From an optimization exercise on the open Yosys and OpenROAD flow, aimed at small area and a short achievable clock period; shortcuts taken in it are not production practice. The RTL was checked by simulation tests, not by an equivalence proof against the original design.

==> flow/design.v <==
module f16_enc8 (
    input  wire [7:0]  v,
    output reg  [15:0] f
);
    integer k, i;
    reg [17:0] frac;
    always @* begin
        k = 0;
        for (i = 0; i < 8; i = i + 1)
            if (v[i]) k = i;
        frac = ({10'd0, v} << (10 - k)) & 18'h3FF;
        if (v == 8'd0)
            f = 16'h0000;
        else
            f = {1'b0, k[4:0] + 5'd7, frac[9:0]};
    end
endmodule
module f16_gain (
    input  wire [8:0]  g,
    output reg  [15:0] f
);
    integer k, i;
    reg [18:0] frac;
    always @* begin
        k = 0;
        for (i = 0; i < 9; i = i + 1)
            if (g[i]) k = i;
        frac = ({10'd0, g} << (10 - k)) & 19'h3FF;
        if (g == 9'd0)
            f = 16'h0000;
        else
            f = {1'b0, k[4:0] + 5'd7, frac[9:0]};
    end
endmodule
module f16_mul (
    input  wire [15:0] a,
    input  wire [15:0] b,
    output reg  [15:0] p
);
    reg        s;
    reg [21:0] prod;
    reg [9:0]  mant;
    reg signed [7:0] e;
    always @* begin
        s    = a[15] ^ b[15];
        prod = {1'b1, a[9:0]} * {1'b1, b[9:0]};
        e    = $signed({3'b000, a[14:10]}) + $signed({3'b000, b[14:10]}) - 8'sd15;
        if (prod[21]) begin
            mant = prod[20:11];
            e    = e + 8'sd1;
        end else begin
            mant = prod[19:10];
        end
        if (a[14:10] == 5'd0 || b[14:10] == 5'd0 || e < 8'sd1)
            p = 16'h0000;
        else if (e > 8'sd30)
            p = {s, 5'd30, 10'h3FF};
        else
            p = {s, e[4:0], mant};
    end
endmodule
module f16_add (
    input  wire [15:0] a,
    input  wire [15:0] b,
    output reg  [15:0] y
);
    reg        az, bz, swap;
    reg [15:0] x, z;              
    reg [4:0]  d;
    reg [13:0] xs, zs;            
    reg [13:0] zsh;
    reg        sticky;
    reg [14:0] sum;
    reg [3:0]  lz;
    reg signed [7:0] e;
    integer i;
    always @* begin
        az   = (a[14:10] == 5'd0);
        bz   = (b[14:10] == 5'd0);
        swap = bz ? 1'b0 : (az ? 1'b1 : (b[14:0] > a[14:0]));
        x    = swap ? b : a;
        z    = swap ? a : b;
        d    = x[14:10] - z[14:10];
        xs   = (az && bz) ? 14'd0 : {1'b1, x[9:0], 3'b000};
        zs   = (az || bz) ? 14'd0 : {1'b1, z[9:0], 3'b000};
        if (d > 5'd13) begin
            zsh    = 14'd0;
            sticky = (zs != 14'd0);
        end else begin
            zsh    = zs >> d;
            sticky = 1'b0;
            for (i = 0; i < 14; i = i + 1)
                if (i < d && zs[i]) sticky = 1'b1;
        end
        zsh[0] = zsh[0] | sticky;
        e = $signed({3'b000, x[14:10]});
        if (x[15] == z[15] || az || bz)
            sum = {1'b0, xs} + {1'b0, zsh};
        else
            sum = {1'b0, xs} - {1'b0, zsh};
        lz = 4'd0;
        if (sum[14]) begin
            sum = {1'b0, sum[14:2], sum[1] | sum[0]};
            e   = e + 8'sd1;
        end else begin
            for (i = 0; i < 14; i = i + 1)
                if (sum[i]) lz = 4'd13 - i[3:0];
            sum = sum << lz;
            e   = e - $signed({4'b0000, lz});
        end
        if (sum[13:0] == 14'd0 || e < 8'sd1)
            y = 16'h0000;
        else if (e > 8'sd30)
            y = {x[15], 5'd30, 10'h3FF};
        else
            y = {x[15], e[4:0], sum[12:3]};
    end
endmodule
module f16_dec8 (
    input  wire [15:0] f,
    output reg  [7:0]  v
);
    reg [10:0] sig;
    reg [4:0]  sh;
    reg [10:0] q;
    always @* begin
        sig = {1'b1, f[9:0]};
        sh  = 5'd17 - f[14:10];
        q   = sig >> sh;
        if (f[15] || f[14:10] == 5'd0)
            v = 8'd0;
        else if (f[14:10] >= 5'd15)
            v = 8'd255;
        else
            v = q[7:0];
    end
endmodule
module ycbcr2rgb (
    input  wire [7:0] y,
    input  wire [7:0] cb,
    input  wire [7:0] cr,
    output wire [7:0] r,
    output wire [7:0] g,
    output wire [7:0] b
);
    wire signed [19:0] yp = $signed({12'd0, y})  - 20'sd16;
    wire signed [19:0] up = $signed({12'd0, cb}) - 20'sd128;
    wire signed [19:0] vp = $signed({12'd0, cr}) - 20'sd128;
    wire signed [19:0] r_acc = 20'sd298 * yp + 20'sd409 * vp + 20'sd128;
    wire signed [19:0] g_acc = 20'sd298 * yp - 20'sd100 * up - 20'sd208 * vp + 20'sd128;
    wire signed [19:0] b_acc = 20'sd298 * yp + 20'sd516 * up + 20'sd128;
    wire signed [11:0] r_sh = r_acc[19:8];    
    wire signed [11:0] g_sh = g_acc[19:8];    
    wire signed [11:0] b_sh = b_acc[19:8];    
    assign r = (r_sh < 0) ? 8'd0 : (r_sh > 12'sd255) ? 8'd255 : r_sh[7:0];
    assign g = (g_sh < 0) ? 8'd0 : (g_sh > 12'sd255) ? 8'd255 : g_sh[7:0];
    assign b = (b_sh < 0) ? 8'd0 : (b_sh > 12'sd255) ? 8'd255 : b_sh[7:0];
endmodule
module chroma_upsampler (
    input  wire       clk,
    input  wire       rst,
    input  wire       in_valid,
    input  wire       in_sop,
    input  wire [7:0] in_y,
    input  wire [7:0] in_c,
    output wire       out_valid,
    output wire       out_sop,
    output wire [7:0] out_y,
    output wire [7:0] out_cb,
    output wire [7:0] out_cr
);
    reg       par;
    reg       h_valid [0:2];
    reg       h_sop   [0:2];
    reg [7:0] h_y     [0:2];
    reg [7:0] h_c     [0:2];
    reg       h_par   [0:2];
    wire p = (in_valid && in_sop) ? 1'b0 : ~par;
    integer k;
    always @(posedge clk) begin
        par      <= p;
        h_y[0]   <= in_y;
        h_c[0]   <= in_c;
        h_par[0] <= p;
        for (k = 1; k < 3; k = k + 1) begin
            h_y[k]   <= h_y[k-1];
            h_c[k]   <= h_c[k-1];
            h_par[k] <= h_par[k-1];
        end
        if (rst) begin
            for (k = 0; k < 3; k = k + 1) begin
                h_valid[k] <= 1'b0;
                h_sop[k]   <= 1'b0;
            end
        end else begin
            h_valid[0] <= in_valid;
            h_sop[0]   <= in_sop;
            for (k = 1; k < 3; k = k + 1) begin
                h_valid[k] <= h_valid[k-1];
                h_sop[k]   <= h_sop[k-1];
            end
        end
    end
    assign out_valid = h_valid[1];
    assign out_sop   = h_sop[1];
    assign out_y     = h_y[1];
    assign out_cb    = h_par[1] ? h_c[2] : h_c[1];
    assign out_cr    = h_par[1] ? h_c[1] : h_c[0];
endmodule
module mixer_branch (
    input  wire        clk,
    input  wire        rst,
    input  wire        in_valid,
    input  wire        in_sop,
    input  wire [7:0]  in_y,
    input  wire [7:0]  in_c,
    input  wire [8:0]  gain_sync,
    output wire        out_valid,
    output wire        out_sop,
    output wire [15:0] out_r,
    output wire [15:0] out_g,
    output wire [15:0] out_b
);
    localparam L_CSC = 3;
    localparam L_MUL = 2;
    integer k;
    wire       ups_valid, ups_sop;
    wire [7:0] ups_y, ups_cb, ups_cr;
    chroma_upsampler u_ups (
        .clk(clk), .rst(rst),
        .in_valid(in_valid), .in_sop(in_sop), .in_y(in_y), .in_c(in_c),
        .out_valid(ups_valid), .out_sop(ups_sop),
        .out_y(ups_y), .out_cb(ups_cb), .out_cr(ups_cr)
    );
    wire [7:0] csc_r, csc_g, csc_b;
    ycbcr2rgb u_csc (
        .y(ups_y), .cb(ups_cb), .cr(ups_cr),
        .r(csc_r), .g(csc_g), .b(csc_b)
    );
    reg       cq_valid [0:L_CSC-1];
    reg       cq_sop   [0:L_CSC-1];
    reg [7:0] cq_r     [0:L_CSC-1];
    reg [7:0] cq_g     [0:L_CSC-1];
    reg [7:0] cq_b     [0:L_CSC-1];
    always @(posedge clk) begin
        cq_r[0] <= csc_r;
        cq_g[0] <= csc_g;
        cq_b[0] <= csc_b;
        for (k = 1; k < L_CSC; k = k + 1) begin
            cq_r[k] <= cq_r[k-1];
            cq_g[k] <= cq_g[k-1];
            cq_b[k] <= cq_b[k-1];
        end
        if (rst) begin
            for (k = 0; k < L_CSC; k = k + 1) begin
                cq_valid[k] <= 1'b0;
                cq_sop[k]   <= 1'b0;
            end
        end else begin
            cq_valid[0] <= ups_valid;
            cq_sop[0]   <= ups_sop;
            for (k = 1; k < L_CSC; k = k + 1) begin
                cq_valid[k] <= cq_valid[k-1];
                cq_sop[k]   <= cq_sop[k-1];
            end
        end
    end
    wire [15:0] fe_r, fe_g, fe_b;
    f16_enc8 u_enc_r (.v(cq_r[L_CSC-1]), .f(fe_r));
    f16_enc8 u_enc_g (.v(cq_g[L_CSC-1]), .f(fe_g));
    f16_enc8 u_enc_b (.v(cq_b[L_CSC-1]), .f(fe_b));
    reg        eq_valid, eq_sop;
    reg [15:0] eq_r, eq_g, eq_b;
    always @(posedge clk) begin
        eq_r <= fe_r;
        eq_g <= fe_g;
        eq_b <= fe_b;
        if (rst) begin
            eq_valid <= 1'b0;
            eq_sop   <= 1'b0;
        end else begin
            eq_valid <= cq_valid[L_CSC-1];
            eq_sop   <= cq_sop[L_CSC-1];
        end
    end
    reg  [8:0]  gain_act;
    wire [8:0]  gain_eff = (eq_valid && eq_sop) ? gain_sync : gain_act;
    wire [15:0] gain_f;
    always @(posedge clk) begin
        if (rst)
            gain_act <= 9'd128;
        else
            gain_act <= gain_eff;
    end
    f16_gain u_gain (.g(gain_eff), .f(gain_f));
    wire [15:0] fm_r, fm_g, fm_b;
    f16_mul u_mul_r (.a(eq_r), .b(gain_f), .p(fm_r));
    f16_mul u_mul_g (.a(eq_g), .b(gain_f), .p(fm_g));
    f16_mul u_mul_b (.a(eq_b), .b(gain_f), .p(fm_b));
    reg        mq_valid [0:L_MUL-1];
    reg        mq_sop   [0:L_MUL-1];
    reg [15:0] mq_r     [0:L_MUL-1];
    reg [15:0] mq_g     [0:L_MUL-1];
    reg [15:0] mq_b     [0:L_MUL-1];
    always @(posedge clk) begin
        mq_r[0] <= fm_r;
        mq_g[0] <= fm_g;
        mq_b[0] <= fm_b;
        for (k = 1; k < L_MUL; k = k + 1) begin
            mq_r[k] <= mq_r[k-1];
            mq_g[k] <= mq_g[k-1];
            mq_b[k] <= mq_b[k-1];
        end
        if (rst) begin
            for (k = 0; k < L_MUL; k = k + 1) begin
                mq_valid[k] <= 1'b0;
                mq_sop[k]   <= 1'b0;
            end
        end else begin
            mq_valid[0] <= eq_valid;
            mq_sop[0]   <= eq_sop;
            for (k = 1; k < L_MUL; k = k + 1) begin
                mq_valid[k] <= mq_valid[k-1];
                mq_sop[k]   <= mq_sop[k-1];
            end
        end
    end
    assign out_valid = mq_valid[L_MUL-1];
    assign out_sop   = mq_sop[L_MUL-1];
    assign out_r     = mq_r[L_MUL-1];
    assign out_g     = mq_g[L_MUL-1];
    assign out_b     = mq_b[L_MUL-1];
endmodule
module hdmi_mixer (
    input  wire        clk,
    input  wire        rst,
    input  wire [66:0] in_word,
    output wire        in_pop,
    input  wire        sel0,
    input  wire        sel1,
    input  wire [8:0]  gain0,
    input  wire [8:0]  gain1,
    output wire        out_hs,
    output wire        out_vs,
    output wire        out_de,
    output wire [7:0]  out_r,
    output wire [7:0]  out_g,
    output wire [7:0]  out_b
);
    localparam L_ADD = 2;
    localparam D_TA  = 11;
    integer k;
    reg       uc;
    reg [7:0] u_y  [0:1];
    reg [7:0] u_c  [0:1];
    reg       u_hs, u_vs, u_de, de_prev;
    assign in_pop = uc;
    always @(posedge clk) begin
        u_y[0] <= uc ? in_word[42:35] : in_word[10:3];
        u_c[0] <= uc ? in_word[50:43] : in_word[18:11];
        u_y[1] <= uc ? in_word[58:51] : in_word[26:19];
        u_c[1] <= uc ? in_word[66:59] : in_word[34:27];
        if (rst) begin
            uc      <= 1'b0;
            u_hs    <= 1'b0;
            u_vs    <= 1'b0;
            u_de    <= 1'b0;
            de_prev <= 1'b0;
        end else begin
            uc      <= ~uc;
            if (!uc) begin
                u_hs <= in_word[0];
                u_vs <= in_word[1];
                u_de <= in_word[2];
            end
            de_prev <= u_de;
        end
    end
    wire tok_valid = u_de;
    wire tok_sop   = u_de & ~de_prev;
    reg  sel_act0, sel_act1;
    wire s_eff0 = (tok_valid && tok_sop) ? sel0 : sel_act0;
    wire s_eff1 = (tok_valid && tok_sop) ? sel1 : sel_act1;
    always @(posedge clk) begin
        if (rst) begin
            sel_act0 <= 1'b0;
            sel_act1 <= 1'b0;
        end else begin
            sel_act0 <= s_eff0;
            sel_act1 <= s_eff1;
        end
    end
    wire        b0_valid, b0_sop, b1_valid, b1_sop;
    wire [15:0] b0_r, b0_g, b0_b, b1_r, b1_g, b1_b;
    mixer_branch u_br0 (
        .clk(clk), .rst(rst),
        .in_valid(tok_valid), .in_sop(tok_sop),
        .in_y(u_y[s_eff0]), .in_c(u_c[s_eff0]),
        .gain_sync(gain0),
        .out_valid(b0_valid), .out_sop(b0_sop),
        .out_r(b0_r), .out_g(b0_g), .out_b(b0_b)
    );
    mixer_branch u_br1 (
        .clk(clk), .rst(rst),
        .in_valid(tok_valid), .in_sop(tok_sop),
        .in_y(u_y[s_eff1]), .in_c(u_c[s_eff1]),
        .gain_sync(gain1),
        .out_valid(b1_valid), .out_sop(b1_sop),
        .out_r(b1_r), .out_g(b1_g), .out_b(b1_b)
    );
    wire        j_valid = b0_valid & b1_valid;
    wire        j_sop   = b0_sop & b1_sop;
    wire [15:0] fa_r, fa_g, fa_b;
    f16_add u_add_r (.a(b0_r), .b(b1_r), .y(fa_r));
    f16_add u_add_g (.a(b0_g), .b(b1_g), .y(fa_g));
    f16_add u_add_b (.a(b0_b), .b(b1_b), .y(fa_b));
    reg        aq_valid [0:L_ADD-1];
    reg        aq_sop   [0:L_ADD-1];
    reg [15:0] aq_r     [0:L_ADD-1];
    reg [15:0] aq_g     [0:L_ADD-1];
    reg [15:0] aq_b     [0:L_ADD-1];
    always @(posedge clk) begin
        aq_r[0] <= fa_r;
        aq_g[0] <= fa_g;
        aq_b[0] <= fa_b;
        for (k = 1; k < L_ADD; k = k + 1) begin
            aq_r[k] <= aq_r[k-1];
            aq_g[k] <= aq_g[k-1];
            aq_b[k] <= aq_b[k-1];
        end
        if (rst) begin
            for (k = 0; k < L_ADD; k = k + 1) begin
                aq_valid[k] <= 1'b0;
                aq_sop[k]   <= 1'b0;
            end
        end else begin
            aq_valid[0] <= j_valid;
            aq_sop[0]   <= j_sop;
            for (k = 1; k < L_ADD; k = k + 1) begin
                aq_valid[k] <= aq_valid[k-1];
                aq_sop[k]   <= aq_sop[k-1];
            end
        end
    end
    wire [7:0] fd_r, fd_g, fd_b;
    f16_dec8 u_dec_r (.f(aq_r[L_ADD-1]), .v(fd_r));
    f16_dec8 u_dec_g (.f(aq_g[L_ADD-1]), .v(fd_g));
    f16_dec8 u_dec_b (.f(aq_b[L_ADD-1]), .v(fd_b));
    reg [7:0] dq_r, dq_g, dq_b;
    always @(posedge clk) begin
        dq_r <= fd_r;
        dq_g <= fd_g;
        dq_b <= fd_b;
    end
    assign out_r = dq_r;
    assign out_g = dq_g;
    assign out_b = dq_b;
    reg ta_hs [0:D_TA-1];
    reg ta_vs [0:D_TA-1];
    reg ta_de [0:D_TA-1];
    always @(posedge clk) begin
        if (rst) begin
            for (k = 0; k < D_TA; k = k + 1) begin
                ta_hs[k] <= 1'b0;
                ta_vs[k] <= 1'b0;
                ta_de[k] <= 1'b0;
            end
        end else begin
            ta_hs[0] <= u_hs;
            ta_vs[0] <= u_vs;
            ta_de[0] <= u_de;
            for (k = 1; k < D_TA; k = k + 1) begin
                ta_hs[k] <= ta_hs[k-1];
                ta_vs[k] <= ta_vs[k-1];
                ta_de[k] <= ta_de[k-1];
            end
        end
    end
    assign out_hs = ta_hs[D_TA-1];
    assign out_vs = ta_vs[D_TA-1];
    assign out_de = ta_de[D_TA-1];
endmodule
==> flow/run.sh <==
#!/bin/bash
# synth_recipe.tcl (not shown) runs the flow's synth.tcl, then flattens the netlist and writes it again
# the make line also repeats each setting of config.mk as NAME=value (left out here)
make -C /OpenROAD-flow-scripts/flow DESIGN_CONFIG=/design/flow/config.mk WORK_HOME=/design/flow/orfs CLKGATE_MAP_FILE= SYNTH_SCRIPT=/design/flow/synth_recipe.tcl finish
==> flow/config.mk <==
export PLATFORM = sky130hd
export DESIGN_NAME = hdmi_mixer
export DESIGN_NICKNAME = hdmi_mixer
export VERILOG_FILES = /design/flow/design.v
export SDC_FILE = /design/flow/constraint.sdc
export NUM_CORES = 4
export LEC_CHECK = 0
export CAP_MARGIN = 20
export CORE_MARGIN = 2
export CORE_UTILIZATION = 40
export PLACE_DENSITY = 0.6
export SLEW_MARGIN = 20
==> flow/constraint.sdc <==
create_clock -name core_clock -period 11.0 [get_ports {clk}]
set_input_delay 2.2000 -clock core_clock [delete_from_list [all_inputs] [get_ports {clk}]]
set_output_delay 2.2000 -clock core_clock [all_outputs]
set_load 0.01 [all_outputs]
==> qor.txt <==
Critical path class - in2reg
Vias in the first global route - 55,100
PortBufs - 116
ANT cells - 0
Fill cell count - 16,800
Antenna violations before repair - 3
Most frequent CP cell - ha_1
Critical Path RT - 11.54 ns
CP Max Fanout - 14
Post-DP HPWL - 141,000 um
Met2 usage - 34.3%
Sequential cell area - 14,000 um^2
CP bufs+invs - 8
CP top delay family - compound AO/OA/AOI/OAI gates
Via count - 53,600
Most common cell in the netlist - inv_1
Skew-Pair Late Insertion Delay - 0.71 ns
IO Count - 117
Yosys reg bits - 701
Slew @ Worst Pin - 1.02 ns
Max-cap violation count - 0
Sink Count - 701
Syn Inst Count - 7,771
Run status - timing/DRC/antenna clean
Routing usage on met3 - 2.07%
Cts bufs inserted - 80
Starting Density - 40.3%
GRT overflow - 0
Die Y - 420 um
Post-synth EDFFs - 0
GRT Overall Usage - 19.7%
Routed len/inst - 16.5 um
TritonRoute pass-1 iters - 5
Die area - 177,000 um^2
Drt drc - 0
Post-synth top cells - 1,009 x inv_1, 950 x ha_1, 701 x dfxtp_1
CTS HTree Levels - 3
Nature of the critical path endpoint - flip-flop
CTS tree - built
Synth top area share - 20.2%
Register area share after synthesis - 20.2%
Syn_area_per_cell - 8.92 um^2
Max-slew violations - 0
Netlist cell types - 113
Iteration-0 DRC Markers - 3,183
Final Hold Fails - 0
Largest net degree at the start of global routing - 63
Type of the worst min-delay path - reg2reg
Part of the cycle the worst path needs - 94.5%
Die Wd - 420 um
Final ANT Viol Nets - 0
Critical path startpoint category - input port
Row cnt - 152
Placed insts - 10,200
Post-synth top flop - dfxtp_1
Met1 Use GR - 25.3%
Non-Filler Instances - 10,300
Vias per Instance - 5.18
Final net count - 9,632
Layout area overhead - 12.0%
Clock Root Buffer - clkbuf_16
Share of cells above drive strength 1 - 8.50%
WL final - 171,000 um
Post-synthesis async set-or-reset flop share - 0%
Busiest metal layer after global routing - met2
Hold slack final - 0.306 ns
Routability cong. - 0.893
Core ar. - 172,000 um^2
Clock-pin slew on the worst setup and hold paths - 0.06 ns
Syn Std Cell Area - 69,300 um^2
Min cycle time layout - 10.40 ns
Longest Clk Path Bufs - 3
Max Clock Skew - 0.0488 ns
Max_slew headroom - 31.5%
Worst path slowest cell - a2111oi_1
Multi-input combinational cell area - 50,500 um^2
Final setup viols - 0
Synth top area cells - dfxtp_1 20%, fa_1 18%, ha_1 17%
Peak Freq - 96.2 MHz
First-pass GRT wire length - 284,000 um
CP arrival - 10.94 ns
Crit path largest cell delay - 0.58 ns
YS warnings - 53
Syn_nets - 9,426
Post-synth top area cell - dfxtp_1
-- kinds of logic (layout without fill, tap and decap cells) --
kind of cell,after synthesis,in the layout,synth area share [%]
fa+ha+maj,1566,1566,34.9
simple gates,2199,2199,15.7
buf+inv,1295,1562,7.12
mux,330,330,5.18
xor+xnor,297,297,3.79
compound gates,1383,1383,13.1
flops,701,701,20.2
-- path summary, 6_finish.rpt --
kind	startpoint	to	slack [ns]	cells after the start
setup / recovery	gain1[2]	u_br1.mq_b[0][14]$_SDFF_PP0_	0.60	40
hold / removal	u_br1.cq_b[1][4]$_DFF_P_	u_br1.cq_b[2][4]$_DFF_P_	0.31	0
setup reg to reg	u_br0.mq_g[1][10]$_DFF_P_	aq_g[0][6]$_SDFF_PP0_	1.15	41
hold reg to reg	u_br1.cq_b[1][4]$_DFF_P_	u_br1.cq_b[2][4]$_DFF_P_	0.31	0
-- per-layer routing --
layer  wire length (um)  part of all wire, %
met5                  0                    0
met4               5290                  3.1
met3               5700                  3.3
met2              82400                   48
met1              77800                   45
-- layout by cell type (no fill, tap or decap), types with 48 or more instances in the layout --
| cell type | Yosys | routed |
|---|---|---|
| a21o_1 | 86 | 86 |
| o21a_1 | 76 | 76 |
| a31oi_1 | 86 | 85 |
| dfxtp_1 | 701 | 700 |
| a21oi_1 | 399 | 397 |
| mux2_2 | 114 | 114 |
| nor3_1 | 172 | 168 |
| ha_1 | 950 | 948 |
| fa_1 | 616 | 616 |
| xor2_1 | 85 | 85 |
| o21ai_0 | 238 | 236 |
| and2_1 | 266 | 266 |
| nand3_1 | 104 | 104 |
| o21bai_1 | 51 | 50 |
| mux2i_1 | 202 | 201 |
| a211oi_1 | 53 | 53 |
| o31ai_1 | 49 | 48 |
| nand2b_1 | 53 | 53 |
| clkbuf_16 | 0 | 80 |
| buf_4 | 4 | 278 |
| xnor2_1 | 209 | 208 |
| nor2_1 | 551 | 545 |
| clkdlybuf4s50_1 | 0 | 115 |
| nor2b_1 | 216 | 216 |
| nand2_1 | 572 | 572 |
| inv_1 | 1009 | 1009 |
-- through the flow --
stage | TNS (ns) | setup slack (ns) | util [%] | area [um^2]
2_1_floorplan | 0 | 0.216 | - | 69300
3_3_place_gp | -4.83 | -0.236 | 43.4 | 74600
3_5_place_dp | -11.96 | -0.328 | 43.4 | 74600
4_1_cts | 0 | 0.422 | 45.1 | 77600
5_1_grt | -0.00432 | -0.00432 | 45.2 | 77600
6_report | 0 | 0.601 | 45.2 | 77600
-- final cells by class --
| cell class | count | area share, % |
|---|---|---|
| tap | 2310 | 3.72 |
| clock buffer | 94 | 2.75 |
| multi-input combinational | 5775 | 65.0 |
| inverter | 1015 | 4.91 |
| clock inverter | 49 | 1.06 |
| sequential | 701 | 18.1 |
| timing repair buffer | 404 | 4.45 |
-- registers in the layout, summed over array words and instances (netlist names), 24 cells and up --
signal           flops
aq_b                30
aq_g                30
aq_r                30
u_br0.cq_b          24
u_br0.cq_g          24
u_br0.cq_r          24
u_br0.mq_b          30
u_br0.mq_g          30
u_br0.mq_r          30
u_br0.u_ups.h_c     24
u_br1.cq_b          24
u_br1.cq_g          24
u_br1.cq_r          24
u_br1.mq_b          30
u_br1.mq_g          30
u_br1.mq_r          30
u_br1.u_ups.h_c     24
-- worst register-to-register path, delay by kind of cell, from the launching register on --
kind	cells	cell delay (ns)
buf+inv	6	0.91
xor+xnor	1	0.26
flops	1	0.40
mux	1	0.10
compound gates	15	2.77
simple gates	13	3.70
fa+ha+maj	5	1.62
-- repair_timing --
action / 4_1_cts / 5_1_grt
hold buffers: 0 / 0
endpoints found under the setup margin: 0 / 72
setup buffers: 0 / 0
resized for setup: 0 / 13

==> afterwards: timing with drivers on the ports <==
The results above use ideal ports. As a check the final layout listed here was re-extracted and re-timed, cells and wires unchanged. Step 1 (the two cells are an assumption about what drives the block):
set clk [get_ports {clk}]
set_driving_cell -lib_cell sky130_fd_sc_hd__clkbuf_16 $clk
set_driving_cell -lib_cell sky130_fd_sc_hd__buf_2 [delete_from_list [all_inputs] $clk]
Step 2, shift: input delay + t, output delay - t, t = (earliest + latest rising clock arrival at the registers) / 2. This alone moves slack from input paths to output paths. Slacks: ideal ports / drivers / drivers and shift; pairs: ideal ports / drivers.
t, ns: 0.761
slack for setup (ns): 0.601 / 0.649 / -0.112
slew at the worst register clock pin (ns): 0.07 / 0.07
worst slew at a driven data input, ns: 0.13
With both steps, setup timing fails in this run, where it was met with ideal ports. The setup slack of this run moves by +0.048 ns with the drivers and by -0.713 ns with both steps.
